This is an optimization exercise on Yosys and OpenROAD, whose aim is small area, a short achievable clock period and few clock cycles, not a production implementation.
Only simulation tests tie the RTL to the original design; equivalence was not proved.
No activity file was given, so power comes from the tool's default toggle rates.

`flow/design.v`:
```
module secded_sm_core (
    input  wire        clk,
    input  wire        rst,
    input  wire [5:0]  enc_data,
    output wire [10:0] enc_chan,
    input  wire [10:0] dec_chan,
    output wire [5:0]  dec_data,
    output wire [1:0]  dec_outcome,
    input  wire        exec_valid,
    input  wire [5:0]  exec_word,
    output wire        exec_ready,
    output wire [1:0]  run_state,
    output wire        ovf,
    output wire [2:0]  err_cause,
    output wire [1:0]  top_tag,
    output wire [7:0]  top_data,
    output wire        ann_valid,
    output wire [7:0]  ann_data,
    input  wire        ann_ready
);
    secded_codec u_codec (
        .enc_data    (enc_data),
        .enc_chan    (enc_chan),
        .dec_chan    (dec_chan),
        .dec_data    (dec_data),
        .dec_outcome (dec_outcome)
    );
    stack_machine u_sm (
        .clk        (clk),
        .rst        (rst),
        .exec_valid (exec_valid),
        .exec_word  (exec_word),
        .exec_ready (exec_ready),
        .run_state  (run_state),
        .ovf        (ovf),
        .err_cause  (err_cause),
        .top_tag    (top_tag),
        .top_data   (top_data),
        .ann_valid  (ann_valid),
        .ann_data   (ann_data),
        .ann_ready  (ann_ready)
    );
endmodule
module secded_codec (
    input  wire [5:0]  enc_data,
    output wire [10:0] enc_chan,
    input  wire [10:0] dec_chan,
    output wire [5:0]  dec_data,
    output wire [1:0]  dec_outcome
);
    wire e0 = enc_data[5], e1 = enc_data[4], e2 = enc_data[3];
    wire e3 = enc_data[2], e4 = enc_data[1], e5 = enc_data[0];
    assign enc_chan = {enc_data,
                       e0 ^ e1 ^ e2,
                       e0 ^ e3 ^ e4,
                       e1 ^ e3 ^ e5,
                       e2 ^ e4 ^ e5,
                       ^enc_data};
    wire r0 = dec_chan[10], r1 = dec_chan[9], r2 = dec_chan[8];
    wire r3 = dec_chan[7],  r4 = dec_chan[6], r5 = dec_chan[5];
    wire r6 = dec_chan[4],  r7 = dec_chan[3], r8 = dec_chan[2];
    wire r9 = dec_chan[1],  r10 = dec_chan[0];
    wire s0 = r6 ^ r0 ^ r1 ^ r2;
    wire s1 = r7 ^ r0 ^ r3 ^ r4;
    wire s2 = r8 ^ r1 ^ r3 ^ r5;
    wire s3 = r9 ^ r2 ^ r4 ^ r5;
    wire op = ^dec_chan;
    wire nz  = s0 | s1 | s2 | s3;
    wire w3  = (s0 & s1 & (s2 | s3)) | (s2 & s3 & (s0 | s1));
    assign dec_outcome[0] = op & ~w3;
    assign dec_outcome[1] = op ? w3 : nz;
    wire m0 =  s0 &  s1 & ~s2 & ~s3;
    wire m1 =  s0 & ~s1 &  s2 & ~s3;
    wire m2 =  s0 & ~s1 & ~s2 &  s3;
    wire m3 = ~s0 &  s1 &  s2 & ~s3;
    wire m4 = ~s0 &  s1 & ~s2 &  s3;
    wire m5 = ~s0 & ~s1 &  s2 &  s3;
    assign dec_data[5] = op ? (r0 ^ m0) : r0;
    assign dec_data[4] = op ? (r1 ^ m1) : r1;
    assign dec_data[3] = op ? (r2 ^ m2) : r2;
    assign dec_data[2] = op ? (r3 ^ m3) : r3;
    assign dec_data[1] = op ? (r4 ^ m4) : r4;
    assign dec_data[0] = op ? (r5 ^ m5) : r5;
endmodule
module stack_machine (
    input  wire       clk,
    input  wire       rst,
    input  wire       exec_valid,
    input  wire [5:0] exec_word,
    output wire       exec_ready,
    output wire [1:0] run_state,
    output wire       ovf,
    output wire [2:0] err_cause,
    output wire [1:0] top_tag,
    output wire [7:0] top_data,
    output wire       ann_valid,
    output wire [7:0] ann_data,
    input  wire       ann_ready
);
    localparam [1:0] ST_IDLE    = 2'b00;
    localparam [1:0] ST_RUNNING = 2'b01;
    localparam [1:0] ST_STOPPED = 2'b10;
    localparam [1:0] ST_ERROR   = 2'b11;
    localparam [2:0] E_NONE      = 3'd0;
    localparam [2:0] E_UNDERFLOW = 3'd1;
    localparam [2:0] E_TYPE      = 3'd2;
    localparam [2:0] E_DIVZERO   = 3'd3;
    localparam [2:0] E_CAPACITY  = 3'd5;
    localparam [3:0] OP_STP = 4'h0, OP_DUP = 4'h1, OP_DEL = 4'h2, OP_SWP = 4'h3,
                     OP_ADD = 4'h4, OP_SUB = 4'h5, OP_MUL = 4'h6, OP_DIV = 4'h7,
                     OP_EXP = 4'h8, OP_MOD = 4'h9, OP_SHL = 4'hA, OP_SHR = 4'hB,
                     OP_HEX = 4'hC, OP_IEQ = 4'hD, OP_NOT = 4'hE, OP_XOR = 4'hF;
    localparam [1:0] M_READY = 2'd0;
    localparam [1:0] M_DIV   = 2'd1;
    localparam [1:0] M_EXP   = 2'd2;
    localparam [1:0] M_SPK   = 2'd3;
    reg [1:0] rs;
    reg       ovf_q;
    reg [2:0] cause_q;
    reg [1:0] mode;
    reg [5:0] sp;                 
    reg [8:0] xr, yr;             
    reg [8:0] mem [0:29];         
    reg [7:0] acc;                
    reg       dv_mod;             
    reg [2:0] dv_cnt;             
    reg [6:0] cd;                 
    reg [1:0] cn;                 
    reg       tp;                 
    reg       av;
    reg [7:0] ab;
    wire ready = (mode == M_READY);
    assign exec_ready = ready;
    assign run_state  = rs;
    assign ovf        = ovf_q;
    assign err_cause  = cause_q;
    assign ann_valid  = av;
    assign ann_data   = ab;
    wire [7:0] x = xr[7:0];
    wire [7:0] y = yr[7:0];
    wire x_chr = xr[8];
    wire y_chr = yr[8];
    wire has1 = |sp;
    wire has2 = |sp[5:1];
    wire full = sp[5];
    wire [5:0] sp_inc = sp + 6'd1;
    wire [5:0] sp_dec = sp - 6'd1;
    wire [5:0] w      = exec_word;
    wire [3:0] opc    = w[3:0];
    wire       is_lit = (w[5:4] == 2'b00);
    wire       is_op  = (w[5:4] == 2'b01);
    wire       is_chr = w[5] && (w[4:0] <= 5'd26);
    wire       is_spk = (w == 6'h3F);
    wire       go     = exec_valid && ready && !rs[1];
    assign top_tag  = !has1 ? 2'b00 : !x_chr ? 2'b01 : (x == 8'h20) ? 2'b11 : 2'b10;
    assign top_data = has1 ? x : 8'h00;
    wire [31:0] sp_is;
    genvar g;
    generate
        for (g = 0; g < 32; g = g + 1) begin : SPD
            assign sp_is[g] = (sp[4:0] == g);
        end
    endgenerate
    reg [8:0] rd;
    integer r;
    always @(*) begin
        rd = 9'd0;
        for (r = 0; r < 30; r = r + 1)
            rd = rd | ({9{sp_is[(r + 3) % 32]}} & mem[r]);
    end
    wire [15:0] prod;
    mul8x8 u_mul (.a(y), .b(x), .p(prod));
    wire        big_shift = |x[7:3];
    wire [7:0]  shl_t = y << x[2:0];
    wire [7:0]  shr_t = y >> x[2:0];
    wire p01 = y[0] & y[1], p02 = y[0] & y[2], p03 = y[0] & y[3], p04 = y[0] & y[4];
    wire p05 = y[0] & y[5], p06 = y[0] & y[6], p12 = y[1] & y[2], p13 = y[1] & y[3];
    wire p14 = y[1] & y[4], p15 = y[1] & y[5], p23 = y[2] & y[3], p24 = y[2] & y[4];
    wire [7:0] sq_y = {p06, y[3], p04, y[2], p02, y[1], 1'b0, y[0]}
                    + {p15, p05,  p13, p03,  1'b0, p01, 2'b00}
                    + {p24, p14,  1'b0, p12, 4'b0000}
                    + {1'b0, p23, 6'b000000};
    function is_hex;
        input [8:0] c;
        is_hex = c[8] && (c[7:0] >= 8'h41) && (c[7:0] <= 8'h46);
    endfunction
    wire       exp_zero = !y[0] && big_shift;
    wire [5:0] exp_e    = y[0] ? x[5:0] : {3'b000, x[2:0]};
    wire [7:0] exp_r1   = exp_e[0] ? y : 8'd1;
    wire       exp_done = exp_zero || (exp_e[5:1] == 5'd0);
    reg        exp_ovf;
    always @(*) begin
        if (x == 8'd0 || y[7:1] == 7'd0) exp_ovf = 1'b0;
        else if (y >= 8'd16) exp_ovf = (x >= 8'd2);
        else if (y >= 8'd7)  exp_ovf = (x >= 8'd3);
        else if (y >= 8'd4)  exp_ovf = (x >= 8'd4);
        else if (y == 8'd3)  exp_ovf = (x >= 8'd6);
        else                 exp_ovf = (x >= 8'd8);
    end
    wire [7:0] ym = y | {1'b0, y[7:1]} | {2'b0, y[7:2]} | {3'b0, y[7:3]} |
                    {4'b0, y[7:4]} | {5'b0, y[7:5]} | {6'b0, y[7:6]} | {7'b0, y[7]};
    wire [7:0] fits;
    generate
        for (g = 0; g < 8; g = g + 1) begin : FIT
            wire [15:0] xs = {8'd0, x} << g;
            assign fits[g] = (xs[15:8] == 8'd0) && ((xs[7:0] & ~ym) == 8'd0);
        end
    endgenerate
    reg [2:0] dv_k;
    always @(*) begin
        casez (fits[7:1])
            7'b1??????: dv_k = 3'd7;
            7'b01?????: dv_k = 3'd6;
            7'b001????: dv_k = 3'd5;
            7'b0001???: dv_k = 3'd4;
            7'b00001??: dv_k = 3'd3;
            7'b000001?: dv_k = 3'd2;
            7'b0000001: dv_k = 3'd1;
            default:    dv_k = 3'd0;
        endcase
    end
    wire [7:0] dv_d0 = x << dv_k;
    wire [7:0] ym_r  = {ym[0], ym[1], ym[2], ym[3], ym[4], ym[5], ym[6], ym[7]};
    wire [8:0] shl_ov_v = {ym_r, 1'b0};           
    wire       shl_ovf = shl_ov_v[x[2:0]];
    wire [8:0] add_t  = {1'b0, y} + {1'b0, x};
    wire [7:0] as_b   = !ready ? acc : x;
    wire [8:0] as_t   = {1'b0, y} + {1'b0, ~as_b} + 9'd1;
    wire       dv_ge  = as_t[8];                   
    wire [7:0] dv_rem = dv_ge ? as_t[7:0] : y;
    wire [7:0] dv_quo = {x[6:0], dv_ge};      
    wire [6:0] d10_in = (cn != 2'd0) ? cd[6:0] : x[6:0];    
    reg  [3:0] d10_t;
    always @(*) begin
        if      (d10_in >= 7'd90) d10_t = 4'd9;
        else if (d10_in >= 7'd80) d10_t = 4'd8;
        else if (d10_in >= 7'd70) d10_t = 4'd7;
        else if (d10_in >= 7'd60) d10_t = 4'd6;
        else if (d10_in >= 7'd50) d10_t = 4'd5;
        else if (d10_in >= 7'd40) d10_t = 4'd4;
        else if (d10_in >= 7'd30) d10_t = 4'd3;
        else if (d10_in >= 7'd20) d10_t = 4'd2;
        else if (d10_in >= 7'd10) d10_t = 4'd1;
        else                      d10_t = 4'd0;
    end
    wire [3:0] d10_o = d10_in[3:0] - {d10_t[2:0], 1'b0} - {d10_t[0], 3'b000};
    wire       x_ge200 = (x >= 8'd200);
    wire       x_ge100 = (x >= 8'd100);
    wire [7:0] x_rest  = x - (x_ge200 ? 8'd200 : 8'd100);
    reg [7:0] fb;
    reg [6:0] fd;
    reg [1:0] fn;
    always @(*) begin
        fd = x_rest[6:0];
        if (x_chr) begin
            fb = x; fn = 2'd0;
        end else if (x_ge100) begin
            fb = {6'b001100, x_ge200, !x_ge200}; fn = 2'd2;
        end else if (d10_t != 4'd0) begin
            fb = {4'h3, d10_t}; fn = 2'd1; fd = {3'b000, d10_o};
        end else begin
            fb = {4'h3, x[3:0]}; fn = 2'd0;
        end
    end
    wire two_int = !x_chr && !y_chr;
    reg       fail;
    reg [2:0] fcause;
    always @(*) begin
        fail   = 1'b0;
        fcause = E_UNDERFLOW;
        if (is_lit || is_chr) begin
            if (full) begin fail = 1'b1; fcause = E_CAPACITY; end
        end else if (is_spk) begin
            if (!has1) fail = 1'b1;
            else if (x_chr) begin fail = 1'b1; fcause = E_TYPE; end
            else if ({1'b0, x} >= {2'b00, sp}) fail = 1'b1;
        end else if (is_op) begin
            case (opc)
                OP_STP: ;
                OP_DUP: begin
                    if (!has1) fail = 1'b1;
                    else if (full) begin fail = 1'b1; fcause = E_CAPACITY; end
                end
                OP_DEL: if (!has1) fail = 1'b1;
                OP_SWP: if (!has2) fail = 1'b1;
                OP_NOT: begin
                    if (!has1) fail = 1'b1;
                    else if (x_chr) begin fail = 1'b1; fcause = E_TYPE; end
                end
                OP_HEX: begin
                    if (!has2) fail = 1'b1;
                    else if (!is_hex(xr) || !is_hex(yr)) begin fail = 1'b1; fcause = E_TYPE; end
                end
                default: begin
                    if (!has2) fail = 1'b1;
                    else if (!two_int) begin fail = 1'b1; fcause = E_TYPE; end
                    else if ((opc == OP_DIV || opc == OP_MOD) && x == 8'd0) begin
                        fail = 1'b1; fcause = E_DIVZERO;
                    end
                end
            endcase
        end
    end
    reg [7:0] bin_res;
    reg       bin_ovf;
    always @(*) begin
        bin_res = 8'h00;
        bin_ovf = 1'b0;
        case (opc)
            OP_ADD: begin bin_res = add_t[7:0]; bin_ovf = add_t[8]; end
            OP_SUB: begin bin_res = as_t[7:0]; bin_ovf = !as_t[8]; end
            OP_MUL: begin bin_res = prod[7:0];  bin_ovf = |prod[15:8]; end
            OP_SHL: begin
                bin_res = big_shift ? 8'h00 : shl_t;
                bin_ovf = big_shift ? ym[0] : shl_ovf;
            end
            OP_SHR: bin_res = big_shift ? 8'h00 : shr_t;
            OP_HEX: bin_res = {y[3:0] + 4'd9, x[3:0] + 4'd9};
            OP_IEQ: bin_res = {7'd0, (x == y)};
            OP_XOR: bin_res = x ^ y;
            OP_EXP: begin bin_res = exp_zero ? 8'h00 : exp_r1; bin_ovf = exp_ovf; end
            OP_DIV: bin_res = {7'd0, dv_ge};
            OP_MOD: bin_res = dv_rem;
            default: ;
        endcase
    end
    wire [8:0] push_cell = is_lit ? {5'b00000, w[3:0]} :
                           is_chr ? ((w[4:0] == 5'd26) ? 9'h120 : {4'b1010, 5'd1 + w[4:0]}) :
                           xr;        
    wire can_load  = !av || ann_ready;
    wire load_cd   = (cn != 2'd0) && can_load;
    wire load_term = (cn == 2'd0) && tp && can_load;
    wire load_cell = (mode == M_SPK) && (cn == 2'd0) && !tp && (acc[4:0] != 5'd0) && can_load;
    reg        do_push, do_pop;
    reg [8:0]  x_nx;
    reg        x_we;
    reg [8:0]  y_nx;
    reg        y_we;
    reg        tp_set;
    always @(*) begin
        do_push = 1'b0;
        do_pop  = 1'b0;       
        x_nx    = push_cell;
        x_we    = 1'b0;
        y_nx    = xr;
        y_we    = 1'b0;
        tp_set  = 1'b0;
        case (mode)
            M_READY: if (go && !fail) begin
                if (is_lit || is_chr) do_push = 1'b1;
                else if (is_spk) begin
                    do_pop = 1'b1;
                    if (x == 8'd0 && (!tp || load_term)) tp_set = 1'b1;
                end else if (is_op) begin
                    case (opc)
                        OP_STP: ;
                        OP_DUP: do_push = 1'b1;
                        OP_DEL: do_pop = 1'b1;
                        OP_SWP: begin
                            x_nx = yr; x_we = 1'b1;
                            y_nx = xr; y_we = 1'b1;
                        end
                        OP_NOT: begin x_nx = {1'b0, ~x}; x_we = 1'b1; end
                        OP_DIV, OP_MOD: begin
                            if (dv_k == 3'd0) begin
                                do_pop = 1'b1; x_nx = {1'b0, bin_res}; x_we = 1'b1;
                            end else begin
                                x_nx = 9'd0; x_we = 1'b1;
                            end
                        end
                        OP_EXP: begin
                            if (exp_done) begin
                                do_pop = 1'b1; x_nx = {1'b0, bin_res}; x_we = 1'b1;
                            end else begin
                                x_nx = {1'b0, exp_r1}; x_we = 1'b1;
                                y_nx = {1'b0, sq_y};   y_we = 1'b1;
                            end
                        end
                        default: begin
                            do_pop = 1'b1; x_nx = {1'b0, bin_res}; x_we = 1'b1;
                        end
                    endcase
                end
            end
            M_DIV: begin
                if (dv_cnt != 3'd0) begin
                    x_nx = {1'b0, dv_quo}; x_we = 1'b1;
                    y_nx = {1'b0, dv_rem}; y_we = 1'b1;
                end else begin
                    do_pop = 1'b1; x_we = 1'b1;
                    x_nx = {1'b0, dv_mod ? dv_rem : dv_quo};
                end
            end
            M_EXP: begin
                x_nx = {1'b0, acc[0] ? prod[7:0] : x}; x_we = 1'b1;
                if (acc[7:1] == 7'd0) do_pop = 1'b1;
                else begin y_nx = {1'b0, sq_y}; y_we = 1'b1; end
            end
            M_SPK: begin
                if (load_cell) begin
                    do_pop = 1'b1;
                    if (acc[4:0] == 5'd1) tp_set = 1'b1;
                end else if (acc[4:0] == 5'd0 && !tp)
                    tp_set = 1'b1;
            end
        endcase
    end
    integer i;
    always @(posedge clk) begin
        if (do_push) begin
            for (i = 0; i < 30; i = i + 1)
                if (sp_is[i + 2]) mem[i] <= yr;
        end
        if (do_push) begin
            xr <= x_nx;
            yr <= xr;
        end else if (do_pop) begin
            xr <= x_we ? x_nx : yr;
            yr <= rd;
        end else begin
            if (x_we) xr <= x_nx;
            if (y_we) yr <= y_nx;
        end
        if (mode == M_READY) begin
            acc    <= is_spk ? x : (opc == OP_EXP) ? {2'b00, exp_e[5:1]} : dv_d0;
            dv_mod <= opc[3];
            dv_cnt <= dv_k;
        end else if (mode == M_EXP) begin
            acc <= {1'b0, acc[7:1]};
        end else if (mode == M_DIV) begin
            acc <= {1'b0, acc[7:1]};
            dv_cnt <= dv_cnt - 3'd1;
        end
        if (load_cell)
            acc <= {3'b000, acc[4:0] - 5'd1};
        if (load_cell)
            cd <= fd;
        else if (load_cd && cn[1])
            cd <= {3'b000, d10_o};
        if (load_cd || load_term || load_cell)
            ab <= load_cd ? {4'h3, cn[1] ? d10_t : cd[3:0]} : load_term ? 8'h00 : fb;
    end
    always @(posedge clk) begin
        if (rst) begin
            rs      <= ST_IDLE;
            ovf_q   <= 1'b0;
            cause_q <= E_NONE;
            mode    <= M_READY;
            sp      <= 6'd0;
            cn      <= 2'd0;
            tp      <= 1'b0;
            av      <= 1'b0;
        end else begin
            if (do_push) sp <= sp_inc;
            else if (do_pop) sp <= sp_dec;
            if (load_cd || load_term || load_cell) av <= 1'b1;
            else if (ann_ready) av <= 1'b0;
            tp <= tp_set || (tp && !load_term);
            if (load_cell) cn <= fn;
            else if (load_cd) cn <= cn - 2'd1;
            case (mode)
                M_READY: if (go) begin
                    if (fail) begin
                        rs <= ST_ERROR;
                        cause_q <= fcause;
                    end else begin
                        rs <= (is_op && opc == OP_STP) ? ST_STOPPED : ST_RUNNING;
                        if (is_op) begin
                            case (opc)
                                OP_ADD, OP_SUB, OP_MUL, OP_SHL, OP_SHR, OP_EXP:
                                    ovf_q <= bin_ovf;
                                OP_DIV, OP_MOD: ovf_q <= 1'b0;
                                default: ;
                            endcase
                            if ((opc == OP_DIV || opc == OP_MOD) && dv_k != 3'd0) mode <= M_DIV;
                            if (opc == OP_EXP && !exp_done) mode <= M_EXP;
                        end
                        if (is_spk && !tp_set) mode <= M_SPK;
                    end
                end
                M_DIV: if (dv_cnt == 3'd0) mode <= M_READY;
                M_EXP: if (acc[7:1] == 7'd0) mode <= M_READY;
                M_SPK: if (tp_set) mode <= M_READY;
            endcase
        end
    end
endmodule
module mul8x8 (
    input  wire [7:0]  a,
    input  wire [7:0]  b,
    output wire [15:0] p
);
    wire m1 = (a[0]&b[6]) ^ (a[1]&b[5]);
    wire m2 = (a[0]&b[6]) & (a[1]&b[5]);
    wire m3 = (a[0]&b[7]) ^ (a[1]&b[6]) ^ (a[2]&b[5]);
    wire m4 = ((a[0]&b[7]) & (a[1]&b[6])) | ((a[2]&b[5]) & ((a[0]&b[7]) ^ (a[1]&b[6])));
    wire m5 = (a[3]&b[4]) ^ (a[4]&b[3]);
    wire m6 = (a[3]&b[4]) & (a[4]&b[3]);
    wire m7 = (a[1]&b[7]) ^ (a[2]&b[6]) ^ (a[3]&b[5]);
    wire m8 = ((a[1]&b[7]) & (a[2]&b[6])) | ((a[3]&b[5]) & ((a[1]&b[7]) ^ (a[2]&b[6])));
    wire m9 = (a[4]&b[4]) ^ (a[5]&b[3]);
    wire m10 = (a[4]&b[4]) & (a[5]&b[3]);
    wire m11 = (a[2]&b[7]) ^ (a[3]&b[6]) ^ (a[4]&b[5]);
    wire m12 = ((a[2]&b[7]) & (a[3]&b[6])) | ((a[4]&b[5]) & ((a[2]&b[7]) ^ (a[3]&b[6])));
    wire m13 = (a[0]&b[4]) ^ (a[1]&b[3]);
    wire m14 = (a[0]&b[4]) & (a[1]&b[3]);
    wire m15 = (a[0]&b[5]) ^ (a[1]&b[4]) ^ (a[2]&b[3]);
    wire m16 = ((a[0]&b[5]) & (a[1]&b[4])) | ((a[2]&b[3]) & ((a[0]&b[5]) ^ (a[1]&b[4])));
    wire m17 = (a[3]&b[2]) ^ (a[4]&b[1]);
    wire m18 = (a[3]&b[2]) & (a[4]&b[1]);
    wire m19 = m1 ^ (a[2]&b[4]) ^ (a[3]&b[3]);
    wire m20 = (m1 & (a[2]&b[4])) | ((a[3]&b[3]) & (m1 ^ (a[2]&b[4])));
    wire m21 = (a[4]&b[2]) ^ (a[5]&b[1]) ^ (a[6]&b[0]);
    wire m22 = ((a[4]&b[2]) & (a[5]&b[1])) | ((a[6]&b[0]) & ((a[4]&b[2]) ^ (a[5]&b[1])));
    wire m23 = m2 ^ m3 ^ m5;
    wire m24 = (m2 & m3) | (m5 & (m2 ^ m3));
    wire m25 = (a[5]&b[2]) ^ (a[6]&b[1]) ^ (a[7]&b[0]);
    wire m26 = ((a[5]&b[2]) & (a[6]&b[1])) | ((a[7]&b[0]) & ((a[5]&b[2]) ^ (a[6]&b[1])));
    wire m27 = m4 ^ m6 ^ m7;
    wire m28 = (m4 & m6) | (m7 & (m4 ^ m6));
    wire m29 = m9 ^ (a[6]&b[2]) ^ (a[7]&b[1]);
    wire m30 = (m9 & (a[6]&b[2])) | ((a[7]&b[1]) & (m9 ^ (a[6]&b[2])));
    wire m31 = m8 ^ m10 ^ m11;
    wire m32 = (m8 & m10) | (m11 & (m8 ^ m10));
    wire m33 = (a[5]&b[4]) ^ (a[6]&b[3]) ^ (a[7]&b[2]);
    wire m34 = ((a[5]&b[4]) & (a[6]&b[3])) | ((a[7]&b[2]) & ((a[5]&b[4]) ^ (a[6]&b[3])));
    wire m35 = m12 ^ (a[3]&b[7]) ^ (a[4]&b[6]);
    wire m36 = (m12 & (a[3]&b[7])) | ((a[4]&b[6]) & (m12 ^ (a[3]&b[7])));
    wire m37 = (a[5]&b[5]) ^ (a[6]&b[4]) ^ (a[7]&b[3]);
    wire m38 = ((a[5]&b[5]) & (a[6]&b[4])) | ((a[7]&b[3]) & ((a[5]&b[5]) ^ (a[6]&b[4])));
    wire m39 = (a[4]&b[7]) ^ (a[5]&b[6]) ^ (a[6]&b[5]);
    wire m40 = ((a[4]&b[7]) & (a[5]&b[6])) | ((a[6]&b[5]) & ((a[4]&b[7]) ^ (a[5]&b[6])));
    wire m41 = (a[0]&b[3]) ^ (a[1]&b[2]);
    wire m42 = (a[0]&b[3]) & (a[1]&b[2]);
    wire m43 = m13 ^ (a[2]&b[2]) ^ (a[3]&b[1]);
    wire m44 = (m13 & (a[2]&b[2])) | ((a[3]&b[1]) & (m13 ^ (a[2]&b[2])));
    wire m45 = m14 ^ m15 ^ m17;
    wire m46 = (m14 & m15) | (m17 & (m14 ^ m15));
    wire m47 = m16 ^ m18 ^ m19;
    wire m48 = (m16 & m18) | (m19 & (m16 ^ m18));
    wire m49 = m20 ^ m22 ^ m23;
    wire m50 = (m20 & m22) | (m23 & (m20 ^ m22));
    wire m51 = m24 ^ m26 ^ m27;
    wire m52 = (m24 & m26) | (m27 & (m24 ^ m26));
    wire m53 = m28 ^ m30 ^ m31;
    wire m54 = (m28 & m30) | (m31 & (m28 ^ m30));
    wire m55 = m32 ^ m34 ^ m35;
    wire m56 = (m32 & m34) | (m35 & (m32 ^ m34));
    wire m57 = m36 ^ m38 ^ m39;
    wire m58 = (m36 & m38) | (m39 & (m36 ^ m38));
    wire m59 = m40 ^ (a[5]&b[7]) ^ (a[6]&b[6]);
    wire m60 = (m40 & (a[5]&b[7])) | ((a[6]&b[6]) & (m40 ^ (a[5]&b[7])));
    wire m61 = (a[0]&b[2]) ^ (a[1]&b[1]);
    wire m62 = (a[0]&b[2]) & (a[1]&b[1]);
    wire m63 = m41 ^ (a[2]&b[1]) ^ (a[3]&b[0]);
    wire m64 = (m41 & (a[2]&b[1])) | ((a[3]&b[0]) & (m41 ^ (a[2]&b[1])));
    wire m65 = m42 ^ m43 ^ (a[4]&b[0]);
    wire m66 = (m42 & m43) | ((a[4]&b[0]) & (m42 ^ m43));
    wire m67 = m44 ^ m45 ^ (a[5]&b[0]);
    wire m68 = (m44 & m45) | ((a[5]&b[0]) & (m44 ^ m45));
    wire m69 = m46 ^ m47 ^ m21;
    wire m70 = (m46 & m47) | (m21 & (m46 ^ m47));
    wire m71 = m48 ^ m49 ^ m25;
    wire m72 = (m48 & m49) | (m25 & (m48 ^ m49));
    wire m73 = m50 ^ m51 ^ m29;
    wire m74 = (m50 & m51) | (m29 & (m50 ^ m51));
    wire m75 = m52 ^ m53 ^ m33;
    wire m76 = (m52 & m53) | (m33 & (m52 ^ m53));
    wire m77 = m54 ^ m55 ^ m37;
    wire m78 = (m54 & m55) | (m37 & (m54 ^ m55));
    wire m79 = m56 ^ m57 ^ (a[7]&b[4]);
    wire m80 = (m56 & m57) | ((a[7]&b[4]) & (m56 ^ m57));
    wire m81 = m58 ^ m59 ^ (a[7]&b[5]);
    wire m82 = (m58 & m59) | ((a[7]&b[5]) & (m58 ^ m59));
    wire m83 = m60 ^ (a[6]&b[7]) ^ (a[7]&b[6]);
    wire m84 = (m60 & (a[6]&b[7])) | ((a[7]&b[6]) & (m60 ^ (a[6]&b[7])));
    wire [15:0] mr1 = {1'b0, m84, m82, m80, m78, m76, m74, m72, m70, m68, m66, m64, m62, m61, (a[0]&b[1]), (a[0]&b[0])};
    wire [15:0] mr2 = {1'b0, (a[7]&b[7]), m83, m81, m79, m77, m75, m73, m71, m69, m67, m65, m63, (a[2]&b[0]), (a[1]&b[0]), 1'b0};
    assign p = mr1 + mr2;
endmodule
```
`flow/run.sh`:
```
#!/bin/bash
# synth_recipe.tcl (not shown) runs the flow's synth.tcl, then flattens the netlist and writes it again
# the make line also repeats each setting of config.mk as NAME=value (left out here)
make -C /OpenROAD-flow-scripts/flow DESIGN_CONFIG=/design/flow/config.mk WORK_HOME=/design/flow/orfs CLKGATE_MAP_FILE= SYNTH_SCRIPT=/design/flow/synth_recipe.tcl finish
```
`flow/config.mk`:
```
export PLATFORM = sky130hd
export DESIGN_NAME = secded_sm_core
export DESIGN_NICKNAME = secded_sm_core
export VERILOG_FILES = /design/flow/design.v
export SDC_FILE = /design/flow/constraint.sdc
export NUM_CORES = 4
export LEC_CHECK = 0
export CAP_MARGIN = 20
export CORE_MARGIN = 2
export CORE_UTILIZATION = 60
export SETUP_SLACK_MARGIN = 4.5
export SLEW_MARGIN = 20
```
`flow/constraint.sdc`:
```
create_clock -name core_clock -period 10.0 [get_ports {clk}]
set_input_delay 2.0000 -clock core_clock [delete_from_list [all_inputs] [get_ports {clk}]]
set_output_delay 2.0000 -clock core_clock [all_outputs]
set_load 0.01 [all_outputs]
```
==> flow_summary_export.csv, run 1 <==
group,metric,value,unit
global_route,grt_pass1_wl,113.3,mm
final_layout,drive_gt1_share,12.62,%
power_and_ir_drop,power.density,282.9,nW/um2
power_and_ir_drop,power,0.006783,W
global_route,grtUsageTotal,42.63,%
global_route,grt_max_degree,52,
placed_design,place.gp.congestion,1.021,
final_layout,final_common_cell,"edfxtp_1",
drt,drcViolationCount,0,
floorplanning,pin_count,72,
global_route,antenna_found_initial,0,
clocking,clockRootBuffer,"clkbuf_16",
drt,detail_route.vias_per_cell,7.162,
drt,drt.antenna.violating_nets,0,
final_layout,fin_nets,2239,
sta,slew_headroom,17.00,%
floorplanning,die_w,190.3,um
logic_synthesis,async_reset_ff_share,0,%
sta,hold_ws,0.4920,ns
sta,fin_crit,5.772,ns
logic_synthesis,ys_seq_area_share,47.03,%
min_path,hp-class,"flop to flop",
drt,drtIter0Drc,3002,
clocking,clkSlewWorstSetupHoldPaths,0.06,ns
placed_design,hpwl,52.16,mm
clocking,htree_levels,2,
critical_path,start_kind,"input pin",
clocking,cts_hold_buffers,0,
power_and_ir_drop,irDropWorstVdd,0.5548,mV
sta,worst_pin_slew,1.244,ns
clocking,cts_buffer_depth,3,
floorplanning,rows,68,
sta,hold_viol_final,0,
flow_run,maxCapViolCount,0,
logic_synthesis,ys_ff_latch,333,
outcome,outcome,"no timing/DRC/antenna violations",
sta,tns,0,ns
sta,drv_slew,0,
final_layout,antenna_cells,0,
global_route,grt_pass1_vias,17792,
critical_path,worstPathArrival,3.77,ns
floorplanning,die_area,36200,um2
drt,firstDrtPassIters,9,
logic_synthesis,syn_inst,1994,
placed_design,portBuffers,71,
clocking,cts_tree,"built",
sta,setup_violations,0,
critical_path,required,8.00,ns
sta,max_freq,173.2,MHz
floorplanning,core-area,34370,um2
logic_synthesis,netlist_area,20810,um2
sta,period_share,57.72,%
logic_synthesis,syn_nets,2151,
drt,vias,18349,
logic_synthesis,synth.distinct_cells,87,
final_layout,layout_common_cells,"312 x edfxtp_1, 173 x nor2_1, 143 x nand2_1",
drt,routed_wl,77.94,mm
logic_synthesis,synthFlopType,"edfxtp_1",
floorplanning,initial_core_util,60.55,%
floorplanning,die_h,190.3,um
clocking,worst_skew_pair.late_latency,0.55,ns
sta,grt_setup_unrepaired,"yes",
clocking,cts_sinks,333,
power_and_ir_drop,p_leak,8.687,nW
logic_synthesis,ys_warn_count,2,
clocking,cts_made_buffers,35,
drt,avgRoutedWirePerCell,30.42,um
critical_path,worstPathMaxFanout,3,
logic_synthesis,synth-edff-count,312,
global_route,grt_remaining_overflow,0,
critical_path,criticalPathCategory,"input pin to output port",
sta,clock_skew,0.03043,ns
logic_synthesis,postSynthAreaPerCell,10.44,um2
final_layout,syn_to_final_growth,15.18,%
critical_path,worst_setup_path_end_kind,"output port",
==> path summary, 6_finish.rpt <==
kind | start | to | slack, ns | cells after the start
max | dec_chan[7] | dec_outcome[1] | 4.23 | 10
min | u_sm.ovf_q | u_sm.ovf_q | 0.49 | 2
max reg2reg | u_sm.xr[3] | u_sm.xr[7] | 4.71 | 18
min reg2reg | u_sm.ovf_q | u_sm.ovf_q | 0.49 | 2
==> cells by family after synthesis <==
family                     Yosys count  synth area share, %
AOI/OAI and AO/OA                  577                19.78
buffers and inverters              229                4.406
xor gates and xnor gates            69                2.904
muxes                               42                2.212
and+or+nand+nor                    613                14.25
adders and majority gates          131                9.414
DFF                                333                47.03
==> cell type report <==
class                      instances  area (um2)
multi-input combinational       1432       10600
clock inverter                    17       192.7
timing repair buffer             172        1441
fill                            2466       10400
inverter                         108       432.9
clock buffer                      45       944.7
sequential                       333        9789
tap                              455       569.3
==> registers in the layout, summed over array words and instances (netlist names) <==
signal	count
u_sm.acc	8
u_sm.av	1
u_sm.ab	8
u_sm.sp	6
u_sm.cn	2
u_sm.tp	1
u_sm.dv_mod	1
u_sm.yr	9
u_sm.cause_q	3
u_sm.mem	270
u_sm.rs	2
u_sm.cd	7
u_sm.ovf_q	1
u_sm.dv_cnt	3
u_sm.mode	2
u_sm.xr	9
==> where the power goes <==
group          internal, W  leakage [nW]  total, W  switching, W
Sequential         0.00171          3.01   0.00181     0.0000977
Combinational      0.00129          5.12   0.00366       0.00236
Clock             0.000754         0.556   0.00132      0.000566
==> per-stage QoR <==
step                      utilization, %  instance area [um2]  worst slack (ns)  std cells
after CTS                          68.86                23670             4.434       2546
after detailed placement           64.36                22120             2.854       2469
final                              69.75                23970             4.228       2562
after global routing               69.75                23970             4.240       2562
after floorplan                        -                20820             4.551       1994
after global placement             64.29                22100             3.031       2467
==> Yosys cell counts (43+ instances only) <==
library cell / n / share of area [%]
a21oi_1: 98 / 2.4
a221oi_1: 44 / 1.9
a22oi_1: 93 / 3.4
clkbuf_1: 90 / 1.6
edfxtp_1: 312 / 45
fa_1: 43 / 4.1
ha_1: 87 / 5.2
inv_1: 102 / 1.8
nand2_1: 145 / 2.6
nand3_1: 46 / 1.1
nor2_1: 180 / 3.2
nor3_1: 65 / 1.6
o21ai_0: 89 / 2.1
xnor2_1: 45 / 1.9
==> critical path: stages <==
cell and delay (ns):
buf_6 0.12, xor2_4 0.19, xnor2_2 0.15, xnor2_2 0.26, buf_4 0.20, xnor2_2 0.14
a21oi_1 0.14, o21bai_1 0.21, a21oi_1 0.19, buf_2 0.17
==> per-layer routing <==
layer	wire, um	GRT usage [%]	vias to the layer above
li1	-	-	7770
met1	27050	52.73	8690
met2	35320	66.86	1529
met3	8865	9.349	360
met4	6702	29.96	0
met5	0	0	-
==> what timing repair did <==
item	in CTS	in global routing
gates resized for setup	134	62
gates cloned	0	0
setup buffers	15	16
setup endpoints to repair	251	30
pin swaps	21	21
Testbench counts, summed over its fixed seeds: cycles 21,074.
==> run 2, diff against run 1 <==
--- a/flow/config.mk
+++ b/flow/config.mk
@@ -6,7 +6,8 @@
 export NUM_CORES = 4
 export LEC_CHECK = 0
-export CAP_MARGIN = 20
+export ABC_AREA = 1
+export CAP_MARGIN = 30
 export CORE_MARGIN = 2
-export CORE_UTILIZATION = 60
+export CORE_UTILIZATION = 55
 export SETUP_SLACK_MARGIN = 4.5
-export SLEW_MARGIN = 20
+export SLEW_MARGIN = 30
==> run 2 against run 1 <==
Critical path depth is the same; count of clock-buffer cells in the layout increased by 3; non-clock buffer count shrank 40; sequential share of layout area is 0.76 points lower; combinational power is 23% lower; wire length shrank 0.56%; global-route usage down 4.7 points; die area rose by 12%; synthesized area grew 3.2%; clock power about the same; core utilization down 6.5 points; largest cell class unchanged.
==> flow_summary_export.csv, run 2 <==
group,metric,value,unit
logic_synthesis,ys_warn_count,2,
logic_synthesis,async_reset_ff_share,0,%
floorplanning,die_area,40660,um2
power_and_ir_drop,irDropWorstVdd,0.3828,mV
sta,setup_violations,0,
floorplanning,die_h,201.7,um
floorplanning,initial_core_util,55.60,%
sta,worst_slack,4.404,ns
logic_synthesis,synthFlopType,"edfxtp_1",
placed_design,dp_cells,3067,
placed_design,hpwl,55.49,mm
drt,top_layer,"met4",
drt,routed_wl,77.51,mm
global_route,antenna_found_initial,1,
sta,tns,0,ns
critical_path,worst_setup_path_end_kind,"output port",
min_path,min-delay-start,"u_sm.ovf_q",
logic_synthesis,yosysMostFrequentCell,"nand2_1",
logic_synthesis,synth.distinct_cells,63,
clocking,clkSlewWorstSetupHoldPaths,0.07,ns
sta,worst_pin_slew,1.051,ns
clocking,cts_made_buffers,36,
drt,detail_route.vias_per_cell,6.184,
drt,wl_met1,29.23,mm
logic_synthesis,synth-edff-count,312,
clocking,cts_buffer_depth,3,
power_and_ir_drop,power,0.005862,W
clocking,clockRootBuffer,"clkbuf_16",
drt,drcViolationCount,0,
global_route,grtUsageTotal,37.95,%
power_and_ir_drop,clockPowerShare,22.0,%
logic_synthesis,synth_commonest_cells,"648 x nand2_1, 319 x inv_1, 312 x edfxtp_1",
final_layout,fin_nets,2771,
critical_path,required,8.00,ns
logic_synthesis,ys_seq_area_share,45.56,%
clocking,cts_sinks,333,
clocking,htree_levels,2,
logic_synthesis,syn_nets,2669,
power_and_ir_drop,p_seq_share,29.9,%
floorplanning,die_w,201.7,um
clocking,cts_tree,"built",
logic_synthesis,synth_top_area_cell,"edfxtp_1",
placed_design,portBuffers,71,
drt,drt.antenna.violating_nets,0,
final_layout,layout_common_cells,"646 x nand2_1, 316 x inv_1, 312 x edfxtp_1",
power_and_ir_drop,switching_share,43.12,%
power_and_ir_drop,combPwrFrac,48.1,%
logic_synthesis,postSynthAreaPerCell,8.554,um2
power_and_ir_drop,p_leak,10.20,nW
final_layout,drive_gt1_share,8.822,%
logic_synthesis,netlist_area,21490,um2
placed_design,pre_cts_ws,3.487,ns
floorplanning,core-area,38650,um2
final_layout,top_regs,"u_sm.mem (270), u_sm.xr (9), u_sm.yr (9)",
drt,vias,19541,
placed_design,place.gp.congestion,1.024,
drt,drtIter0Drc,2478,
critical_path,start_kind,"input pin",
final_layout,final_common_cell,"nand2_1",
drt,met2_length,35.94,mm
final_layout,syn_to_final_growth,13.68,%
power_and_ir_drop,power.density,240.0,nW/um2
power_and_ir_drop,p_sw,0.002528,W
sta,drv_slew,0,
global_route,grt_max_degree,49,
global_route,grt_pass1_vias,18995,
sta,slew_headroom,28.15,%
global_route,grt_pass1_wl,115.9,mm
sta,clock_skew,0.01840,ns
critical_path,worstSetupStartpoint,"dec_chan[1]",
sta,grt_setup_unrepaired,"yes",
critical_path,worstPathMaxFanout,3,
critical_path,timing.reg2reg.worst_path_depth,24,
critical_path,worstPathArrival,3.60,ns
min_path,hp-class,"flop to flop",
logic_synthesis,ys_ff_latch,333,
sta,hold_viol_final,0,
clocking,worst_skew_pair.late_latency,0.55,ns
logic_synthesis,syn_inst,2512,
min_path,min_delay_path_depth,2,
drt,avgRoutedWirePerCell,24.53,um
sta,period_share,55.96,%
floorplanning,rows,72,
sta,fin_crit,5.596,ns
drt,firstDrtPassIters,6,
global_route,grt_remaining_overflow,0,
floorplanning,pin_count,72,
final_layout,largest_reg_flops,270,
sta,max_freq,178.7,MHz
outcome,outcome,"no timing/DRC/antenna violations",
power_and_ir_drop,p_int,0.003335,W
logic_synthesis,synth_area_leaders,"edfxtp_1 44%, nand2_1 11%, inv_1 5.6%",
final_layout,regMostFlops,"u_sm.mem",
flow_run,maxCapViolCount,0,
critical_path,reg2reg_from,"u_sm.xr[5]",
logic_synthesis,synth_top_area_share,43.60,%
drt,met3_length,6.830,mm
critical_path,criticalPathCategory,"input pin to output port",
final_layout,final_cells,3160,
## run 2: cell types whose count changed after synthesis, moves of 20 or more
cell	delta
a31oi_1	-20
nor3_1	-20
nand2_1	+503
a221oi_1	-23
inv_1	+217
nand3_1	+84
a22oi_1	-73
o21ai_0	+40
clkbuf_1	-55
and2_1	-36
a21oi_1	+33
nand4_1	+30
mux2i_1	-27
## run 2: power groups by stage
stage | Combinational (W) | Clock [W] | Sequential [W]
floorplan | 0.00178 | 0 | 0.00178
global placement | 0.00263 | 0 | 0.00178
detailed placement | 0.00268 | 0 | 0.00179
CTS | 0.00273 | 0.00129 | 0.00175
global route | 0.00311 | 0.00135 | 0.00176
finish | 0.00282 | 0.00129 | 0.00175
## run 2: cell type report
cell class	instances	area (um2)
Inverter	347	1311
Clock buffer	48	1018
Timing Repair Buffer	132	1117
Multi-Input combinational cell	1764	10430
Clock inverter	17	115.1
Fill cell	3297	14220
Antenna cell	1	2.502
Sequential cell	333	9789
Tap cell	518	648.1
## run 2: worst paths after layout
check	slack, ns	end
setup / recovery	4.40	dec_outcome[1]
hold / removal	0.47	u_sm.ovf_q
setup reg to reg	4.84	u_sm.xr[7]
hold reg to reg	0.47	u_sm.ovf_q
## run 2: kinds of logic (layout without fill, tap and decap cells)
| logic type | count (synthesis) | after routing | synth area share, % |
|---|---|---|---|
| buffers and inverters | 416 | 544 | 7.564 |
| xor gates and xnor gates | 74 | 74 | 3.016 |
| and+or+nand+nor | 1130 | 1131 | 22.62 |
| adders and majority gates | 130 | 130 | 9.072 |
| DFF | 333 | 333 | 45.56 |
| AOI/OAI and AO/OA | 428 | 428 | 12.12 |
| muxes | 1 | 1 | 0.04659 |
| other | 0 | 1 | 0 |
## run 2: routing by layer
layer	vias up	global-route usage, %
met5	-	0
met4	0	22.56
met3	316	5.588
met2	1182	61.90
met1	9272	48.23
li1	8771	-
## run 2: repair_timing
action                     4_1_cts  5_1_grt
resized for setup               82       44
cloned                           0        1
pin swaps                       24       25
setup buffers                   15        9
setup endpoints to repair       41       85
hold buffers                     0        0
## run 2: stage by stage
step,cell area (um2),util (%),hold slack [ns]
after floorplan,21490,-,0.4570
after global placement,22820,59.04,0.4690
after detailed placement,22870,59.19,0.4608
after CTS,24170,62.54,0.4789
after global routing,24420,63.20,0.5154
final,24430,63.21,0.4736
## run 2: critical path, stage by stage
cell,delay (ns)
buf_6,0.11
xnor2_4,0.17
xor2_2,0.24
xor2_2,0.21
buf_4,0.14
nor2_2,0.04
o31ai_2,0.20
nor2_1,0.09
a31oi_1,0.21
buf_2,0.17
==> run 3, diff against run 2 <==
--- a/flow/design.v
+++ b/flow/design.v
@@ -128,6 +128,4 @@
     reg [1:0] cn;                 
     reg       tp;                 
-    reg       av;
-    reg [7:0] ab;
     wire ready = (mode == M_READY);
     assign exec_ready = ready;
@@ -135,6 +133,4 @@
     assign ovf        = ovf_q;
     assign err_cause  = cause_q;
-    assign ann_valid  = av;
-    assign ann_data   = ab;
     wire [7:0] x = xr[7:0];
     wire [7:0] y = yr[7:0];
@@ -328,8 +324,12 @@
                            is_chr ? ((w[4:0] == 5'd26) ? 9'h120 : {4'b1010, 5'd1 + w[4:0]}) :
                            xr;        
-    wire can_load  = !av || ann_ready;
-    wire load_cd   = (cn != 2'd0) && can_load;
-    wire load_term = (cn == 2'd0) && tp && can_load;
-    wire load_cell = (mode == M_SPK) && (cn == 2'd0) && !tp && (acc[4:0] != 5'd0) && can_load;
+    wire off_cd    = (cn != 2'd0);
+    wire off_term  = !off_cd && tp;
+    wire off_cell  = (mode == M_SPK) && !off_cd && !tp && (acc[4:0] != 5'd0);
+    assign ann_valid = off_cd || tp || off_cell;
+    assign ann_data  = off_cd ? {4'h3, cn[1] ? d10_t : cd[3:0]} : tp ? 8'h00 : fb;
+    wire load_cd   = off_cd && ann_ready;
+    wire load_term = off_term && ann_ready;
+    wire load_cell = off_cell && ann_ready;
     reg        do_push, do_pop;
     reg [8:0]  x_nx;
@@ -438,6 +438,4 @@
         else if (load_cd && cn[1])
             cd <= {3'b000, d10_o};
-        if (load_cd || load_term || load_cell)
-            ab <= load_cd ? {4'h3, cn[1] ? d10_t : cd[3:0]} : load_term ? 8'h00 : fb;
     end
     always @(posedge clk) begin
@@ -450,10 +448,7 @@
             cn      <= 2'd0;
             tp      <= 1'b0;
-            av      <= 1'b0;
         end else begin
             if (do_push) sp <= sp_inc;
             else if (do_pop) sp <= sp_dec;
-            if (load_cd || load_term || load_cell) av <= 1'b1;
-            else if (ann_ready) av <= 1'b0;
             tp <= tp_set || (tp && !load_term);
             if (load_cell) cn <= fn;
==> run 3 against run 2 <==
Final cell count down 1.0%; core utilization increased by 0.93 points; power is 7.8% higher; via count decreased by 0.18%; critical path type unchanged.
==> flow_summary_export.csv, run 3 <==
group,metric,value,unit
logic_synthesis,syn_nets,2653,
global_route,grt_max_degree,55,
logic_synthesis,synth-edff-count,304,
logic_synthesis,synth_fa_ha_area_share,9.239,%
logic_synthesis,synth_mux_area_share,0,%
critical_path,criticalPathCategory,"input pin to output port",
logic_synthesis,synth_area_leaders,"edfxtp_1 43%, nand2_1 11%, inv_1 5.6%",
final_layout,top_regs,"u_sm.mem (270), u_sm.xr (9), u_sm.yr (9)",
logic_synthesis,synth-simple-area-share,22.96,%
sta,slew_headroom,33.71,%
critical_path,required,8.00,ns
global_route,grtUsageTotal,39.98,%
placed_design,hpwl,58.75,mm
drt,detail_route.vias_per_cell,6.236,
critical_path,worst_setup_path_end_kind,"output port",
logic_synthesis,ys_warn_count,2,
floorplanning,pin_count,72,
logic_synthesis,yosysMostFrequentCell,"nand2_1",
sta,hold_ws,0.4794,ns
final_layout,syn_to_final_growth,14.30,%
clocking,htree_levels,2,
logic_synthesis,syn_inst,2495,
min_path,min-delay-start,"u_sm.acc[7]",
logic_synthesis,synth_top_family_by_area,"simple AND/OR/NAND/NOR gates",
placed_design,place.gp.congestion,1.025,
placed_design,portBuffers,71,
clocking,clockRootBuffer,"clkbuf_16",
floorplanning,die_area,40190,um2
placed_design,dp_cells,3036,
drt,routed_wl,80.97,mm
final_layout,final_cells,3128,
sta,worst_slack,4.472,ns
power_and_ir_drop,p_leak,10.16,nW
global_route,grt_pass1_vias,18978,
sta,tns,0,ns
final_layout,final_common_cell,"nand2_1",
sta,setup_violations,0,
placed_design,pre_cts_ws,3.454,ns
sta,worst_pin_slew,0.9853,ns
global_route,grt_remaining_overflow,0,
logic_synthesis,synth_top_area_cell,"edfxtp_1",
critical_path,worstPathArrival,3.53,ns
drt,drt.antenna.violating_nets,0,
drt,avgRoutedWirePerCell,25.88,um
sta,max_freq,180.9,MHz
final_layout,drive_gt1_share,10.01,%
logic_synthesis,postSynthAreaPerCell,8.511,um2
drt,vias,19506,
clocking,cts_sinks,324,
drt,firstDrtPassIters,6,
floorplanning,die_h,200.5,um
critical_path,r2r_slack,4.84,ns
floorplanning,rows,71,
clocking,cts_buffer_depth,3,
logic_synthesis,synth-xor-area-share,2.764,%
logic_synthesis,synthFlopType,"edfxtp_1",
critical_path,worstSetupStartpoint,"dec_chan[1]",
drt,drcViolationCount,0,
power_and_ir_drop,power.density,260.3,nW/um2
flow_run,maxCapViolCount,0,
power_and_ir_drop,irDropWorstVdd,0.2549,mV
sta,grt_setup_unrepaired,"yes",
clocking,clkSlewWorstSetupHoldPaths,0.05,ns
logic_synthesis,synth_top_area_share,42.99,%
clocking,cts_tree,"built",
logic_synthesis,netlist_area,21230,um2
logic_synthesis,synth_commonest_cells,"646 x nand2_1, 315 x inv_1, 304 x edfxtp_1",
logic_synthesis,async_reset_ff_share,0,%
final_layout,largest_reg_flops,270,
clocking,cts_made_buffers,34,
sta,period_share,55.28,%
floorplanning,core-area,37840,um2
sta,drv_slew,0,
floorplanning,die_w,200.5,um
sta,clock_skew,0.01700,ns
final_layout,fin_nets,2752,
global_route,grt_pass1_wl,119.5,mm
sta,fin_crit,5.528,ns
clocking,worst_skew_pair.late_latency,0.53,ns
logic_synthesis,ys_seq_area_share,44.88,%
critical_path,reg2reg_from,"u_sm.xr[4]",
final_layout,layout_common_cells,"641 x nand2_1, 305 x inv_1, 304 x edfxtp_1",
sta,hold_viol_final,0,
final_layout,antenna_cells,0,
logic_synthesis,ys_ff_latch,324,
min_path,hp-class,"flop to flop",
global_route,antenna_found_initial,0,
logic_synthesis,synth-compound-area-share,12.27,%
outcome,outcome,"no timing/DRC/antenna violations",
critical_path,start_kind,"input pin",
floorplanning,initial_core_util,56.11,%
final_layout,finish.utilization,64.13,%
critical_path,worstPathMaxFanout,3,
logic_synthesis,synth.distinct_cells,67,
drt,drtIter0Drc,2485,
final_layout,regMostFlops,"u_sm.mem",
[run 3: changes by cell type in the layout (fill, tap and decap cells not counted), moves of 6 or more]
cell,previous run,this run
xnor2_1,34,19
nor3_1,38,29
a31oi_1,6,12
edfxtp_1,312,304
inv_1,316,305
nor4_1,7,18
nand3_1,128,116
a21oi_1,131,123
o21ai_1,12,18
buf_4,60,67
clkinv_1,23,13
[run 3: area by class of cell]
| type | count | area (um2) |
|---|---|---|
| repair buffers | 139 | 1204 |
| flip-flops and latches | 324 | 9530 |
| fillers | 3143 | 13570 |
| well taps | 511 | 639.4 |
| multi-input cells | 1755 | 10480 |
| clock buffers | 45 | 923.4 |
| inverters | 340 | 1301 |
| clock inverters | 14 | 197.7 |
[run 3: what timing repair did]
action	in CTS	in global routing
resized for setup	108	67
setup endpoints to repair	110	121
endpoints found under the hold margin	0	0
pin swaps	19	24
hold buffers	0	0
setup buffers	10	23
[run 3: stage by stage]
stage	power, W	cell area, um2
2_1_floorplan	0.003818	21230
6_report	0.006318	24270
4_1_cts	0.006164	23810
3_3_place_gp	0.004803	22480
5_1_grt	0.006676	24270
3_5_place_dp	0.004872	22560
[run 3: final timing paths]
check                                 endpoint  cells past startpoint
worst min-delay path               u_sm.acc[7]                      2
worst max-delay path            dec_outcome[1]                     10
worst max register to register      u_sm.xr[7]                     26
worst min register to register     u_sm.acc[7]                      2
[run 3: critical path, stage by stage]
cell     delay [ns]
buf_8          0.11
xnor2_4        0.15
xor2_1         0.17
buf_4          0.16
xor2_4         0.22
nor2_4         0.08
o31ai_2        0.22
nor2_1         0.09
a31oi_1        0.16
buf_2          0.17
[run 3: power by group]
| group | internal [W] | leakage [nW] | switching [W] |
|---|---|---|---|
| Sequential | 0.00163 | 2.92 | 0.0000842 |
| Clock | 0.000759 | 0.545 | 0.000525 |
| Combinational | 0.00105 | 6.70 | 0.00227 |
[run 3: per-layer routing]
| metal | GRT usage (%) | vias up | part of all wire (%) |
|---|---|---|---|
| li1 | - | 8699 | - |
| met1 | 47.61 | 9124 | 35 |
| met2 | 65.10 | 1321 | 46 |
| met3 | 7.110 | 362 | 9.5 |
| met4 | 30.11 | 0 | 9.0 |
| met5 | 0 | - | 0 |
[run 3: cell families (layout without fill, tap and decap cells)]
group | Yosys count | after routing
and+or+nand+nor | 1126 | 1126
AOI/OAI and AO/OA | 431 | 431
buffers and inverters | 416 | 538
DFF | 324 | 324
adders and majority gates | 131 | 131
xor gates and xnor gates | 67 | 67
Testbench counts of run 3, summed over its fixed seeds: cycles 20,982.
==> run 4, diff against run 3 <==
--- a/flow/config.mk
+++ b/flow/config.mk
@@ -10,4 +10,4 @@
 export CORE_MARGIN = 2
 export CORE_UTILIZATION = 55
-export SETUP_SLACK_MARGIN = 4.5
+export SETUP_SLACK_MARGIN = 4.7
 export SLEW_MARGIN = 30
==> run 4 against run 3 <==
Still clean on timing, DRC and antenna; hold slack got worse by 0.0031 ns; critical path depth unchanged; fmax increased by 0.12%; global-route usage increased by 1.5 points; cell area increased by 0.87%; via count increased by 2.7%; flip-flop and latch count unchanged; non-clock buffer count increased by 12; count of clock-buffer cells in the layout decreased by 2; clock power about the same; register-to-register slack improved by 0.04 ns; critical path type unchanged.
==> flow_summary_export.csv, run 4 <==
group,metric,value,unit
global_route,antenna_found_initial,2,
sta,tns,0,ns
sta,period_share,55.21,%
logic_synthesis,synth.distinct_cells,67,
floorplanning,rows,71,
critical_path,critPathSlowestCell,"xor2_1",
logic_synthesis,ys_warn_count,2,
logic_synthesis,postSynthAreaPerCell,8.511,um2
drt,drt.antenna.violating_nets,0,
critical_path,required,8.00,ns
critical_path,timing.reg2reg.worst_path_depth,25,
clocking,clockRootBuffer,"clkbuf_16",
final_layout,top_regs,"u_sm.mem (270), u_sm.xr (9), u_sm.yr (9)",
sta,setup_violations,0,
clocking,worst_skew_pair.late_latency,0.54,ns
global_route,met3_usage,9.432,%
final_layout,drive_gt1_share,10.79,%
logic_synthesis,synth_top_area_share,42.99,%
logic_synthesis,syn_inst,2495,
global_route,grt_max_degree,47,
logic_synthesis,netlist_area,21230,um2
critical_path,r2r-end,"u_sm.xr[7]",
critical_path,worstPathCellList,"buf_12 > xnor2_2 > xor2_1 > xor2_1 > buf_4 > nand2_2 > inv_2 > nand3_2 > o21ai_1 > buf_2",
global_route,grt_busiest_layer,"met2",
min_path,min-delay-start,"u_sm.ovf_q",
logic_synthesis,synth_area_leaders,"edfxtp_1 43%, nand2_1 11%, inv_1 5.6%",
sta,slew_headroom,32.48,%
clocking,cts_sinks,324,
final_layout,layout_common_cells,"636 x nand2_1, 307 x inv_1, 304 x edfxtp_1",
floorplanning,die_h,200.5,um
clocking,cts_tree,"built",
critical_path,worst_setup_path_end_kind,"output port",
sta,max_freq,181.1,MHz
power_and_ir_drop,p_leak,10.26,nW
sta,hold_viol_final,0,
global_route,grt_remaining_overflow,0,
critical_path,start_kind,"input pin",
floorplanning,core-area,37840,um2
min_path,min_delay_path_depth,2,
global_route,grt_pass1_wl,123.3,mm
drt,drcViolationCount,0,
logic_synthesis,yosysMostFrequentCell,"nand2_1",
final_layout,syn_to_final_growth,15.29,%
final_layout,regMostFlops,"u_sm.mem",
drt,vias,20030,
critical_path,criticalPathCategory,"input pin to output port",
drt,avgRoutedWirePerCell,26.90,um
clocking,htree_levels,2,
global_route,grt_util_met1,47.70,%
placed_design,portBuffers,71,
drt,detail_route.vias_per_cell,6.369,
global_route,grt_pass1_vias,19188,
final_layout,largest_reg_flops,270,
critical_path,critPathMaxStageDelay,0.27,ns
final_layout,fill_cells,3098,
critical_path,cp_top_family,"XOR/XNOR gates",
drt,firstDrtPassIters,9,
critical_path,reg2reg_from,"u_sm.xr[5]",
critical_path,worstPathArrival,3.52,ns
flow_run,maxCapViolCount,0,
logic_synthesis,synth-edff-count,304,
logic_synthesis,ys_seq_area_share,44.88,%
final_layout,postLayoutCellArea,24480,um2
clocking,cts_hold_buffers,0,
clocking,cts_made_buffers,34,
sta,fin_crit,5.521,ns
logic_synthesis,synth_top_area_cell,"edfxtp_1",
final_layout,final_common_cell,"nand2_1",
clocking,cts_buffer_depth,3,
final_layout,fin_nets,2765,
floorplanning,initial_core_util,56.11,%
logic_synthesis,syn_nets,2653,
power_and_ir_drop,irDropWorstVdd,0.2930,mV
critical_path,cp_num_buf_inv,4,
critical_path,worstPathMaxFanout,3,
sta,grt_setup_unrepaired,"yes",
logic_synthesis,synthFlopType,"edfxtp_1",
clocking,clkSlewWorstSetupHoldPaths,0.07,ns
drt,routed_wl,84.60,mm
critical_path,r2r_slack,4.88,ns
floorplanning,die_area,40190,um2
min_path,worst_hold_path.endpoint,"u_sm.ovf_q",
sta,clock_skew,0.02235,ns
logic_synthesis,async_reset_ff_share,0,%
power_and_ir_drop,power.density,263.0,nW/um2
sta,worst_pin_slew,1.009,ns
global_route,grtUsageMet2,68.04,%
min_path,hp-class,"flop to flop",
placed_design,placement.cell_area,22520,um2
sta,drv_slew,0,
floorplanning,pin_count,72,
placed_design,hpwl,60.08,mm
outcome,outcome,"no timing/DRC/antenna violations",
placed_design,place.gp.congestion,1.036,
global_route,grtUsageTotal,41.48,%
critical_path,cpMostUsedCell,"xor2_1",
logic_synthesis,synth_commonest_cells,"646 x nand2_1, 315 x inv_1, 304 x edfxtp_1",
drt,drtIter0Drc,2810,
logic_synthesis,ys_ff_latch,324,
floorplanning,die_w,200.5,um
[run 4: cell counts after synthesis]
Identical to the previous run, type by type.
[run 4: worst max path at each step]
| stage | start | end | slack (ns) | cells after the start |
|---|---|---|---|---|
| finish | dec_chan[8] | dec_data[0] | 4.48 | 10 |
| global placement | dec_chan[8] | dec_data[1] | 3.49 | 10 |
| floorplan | dec_chan[9] | dec_data[1] | 4.70 | 8 |
| global route | dec_chan[8] | dec_data[1] | 4.40 | 10 |
| CTS | dec_chan[8] | dec_outcome[1] | 4.52 | 10 |
| detailed placement | exec_word[0] | u_sm.mem[24][2] | 3.33 | 17 |
[run 4: power breakdown]
group	switching [W]	internal, W	leakage, nW	total (W)
clock network	0.000550	0.000759	0.549	0.00131
registers	0.0000831	0.00163	2.92	0.00171
logic	0.00233	0.00109	6.79	0.00341
[run 4: layer usage]
layer / wire length (um) / share of wire, %
met2: 38970 / 46
met5: 13 / 0.015
met3: 8962 / 11
met1: 28460 / 34
met4: 8198 / 9.7
[run 4: stage by stage]
step                instances  hold slack, ns  utilization (%)  worst slack [ns]  total power (W)
floorplan                2495          0.4495                -             4.702         0.003820
global placement         3033          0.4541            59.39             3.491         0.004821
detailed placement       3033          0.4583            59.50             3.328         0.004901
CTS                      3113          0.4754            63.30             4.517         0.006233
global route             3143          0.5005            64.68             4.397         0.006766
finish                   3145          0.4763            64.69             4.479         0.006439
[run 4: timing repair]
action	CTS	global route
gates cloned	1	0
pin swaps	25	24
buffers inserted	18	29
gates resized for setup	149	67
endpoints found under the setup margin	331	243
[run 4: layout make-up]
class,count,area (um2),area share [%]
diodes,2,5.005,0.02044
clock buffers,43,914.6,3.736
clock inverters,18,216.5,0.8842
inverters,340,1297,5.300
multi-input cells,1756,10530,43.03
flip-flops and latches,324,9534,38.95
well taps,511,639.4,2.612
repair buffers,151,1340,5.474
[run 4: cells by family (layout without fill, tap and decap cells)]
family | after synthesis | after routing | share of synthesized area [%]
AOI/OAI and AO/OA | 431 | 431 | 12.27
xor gates and xnor gates | 67 | 67 | 2.764
adders and majority gates | 131 | 131 | 9.239
buffers and inverters | 416 | 552 | 7.896
DFF | 324 | 324 | 44.88
other | 0 | 2 | 0
and+or+nand+nor | 1126 | 1127 | 22.96
[run 4: tightest hold or removal path, cell delays in order, from the launching register on]
cell and delay [ns]:
dfxtp_1 0.31, nand2_1 0.06, a21oi_1 0.06
==> run 5, diff against run 4 <==
--- a/flow/config.mk
+++ b/flow/config.mk
@@ -9,5 +9,5 @@
 export CAP_MARGIN = 30
 export CORE_MARGIN = 2
-export CORE_UTILIZATION = 55
-export SETUP_SLACK_MARGIN = 4.7
+export CORE_UTILIZATION = 50
+export SETUP_SLACK_MARGIN = 4.5
 export SLEW_MARGIN = 30
==> run 5 against run 4 <==
Still clean; critical path depth is 6 lower; count of clock-buffer cells in the layout is 2 higher; power is 1.9% lower; largest power group unchanged; highest routed layer is now met4.
==> flow_summary_export.csv, run 5 <==
group,metric,value,unit
critical_path,critPathSlowestCell,"clkdlybuf4s50_1",
final_layout,antenna_cells,0,
global_route,grtUsageTotal,37.18,%
clocking,clkSlewWorstSetupHoldPaths,0.06,ns
logic_synthesis,syn_inst,2495,
floorplanning,initial_core_util,50.62,%
logic_synthesis,ys_ff_latch,324,
global_route,grt_pass1_vias,18708,
drt,drcViolationCount,0,
flow_run,maxCapViolCount,0,
sta,slew_headroom,28.87,%
drt,detail_route.vias_per_cell,6.118,
clocking,cts_tree,"built",
critical_path,criticalPathCategory,"input pin to output port",
sta,hold_viol_final,0,
floorplanning,die_w,210.1,um
floorplanning,rows,75,
drt,firstDrtPassIters,6,
floorplanning,die_area,44130,um2
critical_path,worst_setup_path_end_kind,"output port",
logic_synthesis,synth-edff-count,304,
global_route,antenna_found_initial,0,
sta,worst_pin_slew,1.057,ns
placed_design,portBuffers,71,
final_layout,top_regs,"u_sm.mem (270), u_sm.xr (9), u_sm.yr (9)",
power_and_ir_drop,power.density,260.1,nW/um2
floorplanning,die_h,210.1,um
global_route,grt_remaining_overflow,0,
final_layout,syn_to_final_growth,14.36,%
logic_synthesis,synth_top_area_cell,"edfxtp_1",
logic_synthesis,synthFlopType,"edfxtp_1",
logic_synthesis,synth.distinct_cells,67,
critical_path,worstPathArrival,3.49,ns
logic_synthesis,ys_warn_count,2,
sta,setup_violations,0,
critical_path,timing.reg2reg.worst_path_depth,23,
clocking,cts_hold_buffers,0,
placed_design,hpwl,60.38,mm
logic_synthesis,yosysMostFrequentCell,"nand2_1",
drt,avgRoutedWirePerCell,26.32,um
clocking,cts_buffer_depth,3,
drt,drt.antenna.violating_nets,0,
logic_synthesis,netlist_area,21230,um2
final_layout,drive_gt1_share,9.365,%
drt,routed_wl,83.03,mm
floorplanning,core-area,41950,um2
final_layout,postLayoutCellArea,24280,um2
final_layout,regMostFlops,"u_sm.mem",
drt,drtIter0Drc,2335,
critical_path,required,8.00,ns
logic_synthesis,async_reset_ff_share,0,%
global_route,grt_max_degree,52,
outcome,outcome,"no timing/DRC/antenna violations",
clocking,worst_skew_pair.late_latency,0.55,ns
sta,drv_slew,0,
critical_path,critPathMaxStageDelay,0.59,ns
global_route,grt_pass1_wl,119.7,mm
critical_path,worstPathCellList,"clkdlybuf4s50_1 > xnor2_2 > xnor2_1 > clkdlybuf4s50_1",
sta,grt_setup_unrepaired,"yes",
clocking,clockRootBuffer,"clkbuf_16",
critical_path,cpMostUsedCell,"clkdlybuf4s50_1",
critical_path,start_kind,"input pin",
clocking,cts_made_buffers,36,
logic_synthesis,ys_seq_area_share,44.88,%
min_path,hp-class,"flop to flop",
floorplanning,pin_count,72,
power_and_ir_drop,power,0.006317,W
sta,period_share,54.89,%
logic_synthesis,synth_top_area_share,42.99,%
placed_design,place.gp.congestion,1.055,
power_and_ir_drop,p_leak,10.17,nW
logic_synthesis,syn_nets,2653,
sta,tns,0,ns
sta,clock_skew,0.02618,ns
final_layout,final_common_cell,"nand2_1",
drt,vias,19301,
logic_synthesis,postSynthAreaPerCell,8.511,um2
min_path,min_delay_path_depth,2,
final_layout,layout_common_cells,"640 x nand2_1, 307 x inv_1, 304 x edfxtp_1",
sta,fin_crit,5.489,ns
final_layout,largest_reg_flops,270,
power_and_ir_drop,irDropWorstVdd,0.3191,mV
placed_design,placement.cell_area,22580,um2
sta,max_freq,182.2,MHz
clocking,htree_levels,2,
final_layout,fin_nets,2747,
logic_synthesis,synth_commonest_cells,"646 x nand2_1, 315 x inv_1, 304 x edfxtp_1",
clocking,cts_sinks,324,
logic_synthesis,synth_area_leaders,"edfxtp_1 43%, nand2_1 11%, inv_1 5.6%",
critical_path,worstPathMaxFanout,3,
run 5: cell counts after synthesis:
No cell type changed its count.
run 5: per-layer routing:
layer	track usage (%)	vias to the layer above	wire (um)
li1	-	8699	-
met1	45.27	9191	30910
met2	61.84	1081	38670
met3	4.931	330	6435
met4	25.36	0	7003
met5	0	-	0
run 5: cells by family (layout without fill, tap and decap cells):
kind of cell | count (synthesis) | after routing | share of synthesized area [%]
buffers and inverters | 416 | 536 | 7.896
and+or+nand+nor | 1126 | 1127 | 22.96
DFF | 324 | 324 | 44.88
AOI/OAI and AO/OA | 431 | 431 | 12.27
adders and majority gates | 131 | 131 | 9.239
xor gates and xnor gates | 67 | 67 | 2.764
run 5: path summary, 6_finish.rpt:
kind / startpoint / end / slack (ns)
setup / recovery: enc_data[5] / enc_chan[4] / 4.51
hold / removal: u_sm.ovf_q / u_sm.ovf_q / 0.47
hold reg to reg: u_sm.ovf_q / u_sm.ovf_q / 0.47
setup reg to reg: u_sm.yr[3] / u_sm.ovf_q / 4.80
run 5: critical path: cells and delay by family:
family / cells / cell delay, ns
buf+inv: 2 / 1.17
xor+xnor: 2 / 0.32
run 5: power breakdown:
group / switching [W] / internal (W)
sequential: 0.0000778 / 0.00163
clock: 0.000550 / 0.000724
combinational: 0.00228 / 0.00105
total: 0.00291 / 0.00341
run 5: through the flow:
| stage | cells | setup slack, ns | utilization (%) | hold WS [ns] |
|---|---|---|---|---|
| 6_report | 3155 | 4.511 | 57.89 | 0.4684 |
| 5_1_grt | 3155 | 4.393 | 57.89 | 0.5045 |
| 4_1_cts | 3149 | 4.502 | 57.08 | 0.4681 |
| 3_5_place_dp | 3068 | 3.417 | 53.83 | 0.4566 |
| 3_3_place_gp | 3068 | 3.440 | 53.77 | 0.4527 |
| 2_1_floorplan | 2495 | 4.689 | - | 0.4495 |
run 5: what timing repair did:
| item | CTS | global route |
|---|---|---|
| pin swaps | 23 | 18 |
| setup buffers | 16 | 4 |
| endpoints found under the setup margin | 201 | 125 |
| cloned | 0 | 2 |
| resized for setup | 123 | 66 |
run 5: layout make-up:
type | count | area, um2
inverter | 340 | 1297
multi-input combinational | 1756 | 10460
clock buffer | 45 | 934.6
sequential | 324 | 9530
clock inverter | 20 | 177.7
tap | 539 | 674.4
timing repair buffer | 131 | 1210
fill | 3818 | 17660

what the ideal ports hide:
No port has a modelled driver above. Below, the same layouts with a new extraction and two added sets of constraints. Step 1 sets driving cells, clkbuf_16 on the clock port and buf_2 on the other inputs (assumed; they add their load-dependent delay and slew). Step 2 also shifts input and output timing later by t, the mid clock arrival at the registers, as if the neighbouring blocks saw the same clock. a / b / c = ideal ports / drivers / drivers and shift; a / b = the first two.
| run | t, ns | setup WS [ns] | hold slack, ns | worst setup path at the end |
|---|---|---|---|---|
| run 1 | 0.596 | 4.228 / 4.185 / 4.153 | 0.492 / 0.492 / 0.492 | input to register |
| run 2 | 0.605 | 4.404 / 4.372 / 4.085 | 0.474 / 0.474 / 0.474 | input to register |
| run 3 | 0.580 | 4.472 / 4.420 / 4.137 | 0.479 / 0.479 / 0.479 | input to register |
| run 4 | 0.584 | 4.479 / 4.430 / 4.380 | 0.476 / 0.476 / 0.476 | input to register |
| run 5 | 0.602 | 4.511 / 4.481 / 4.288 | 0.468 / 0.468 / 0.468 | input to register |
After both steps every run listed still meets setup and hold. For run 3, which loses most, drivers alone change the setup slack by -0.052 ns; drivers and shift together by -0.335 ns.
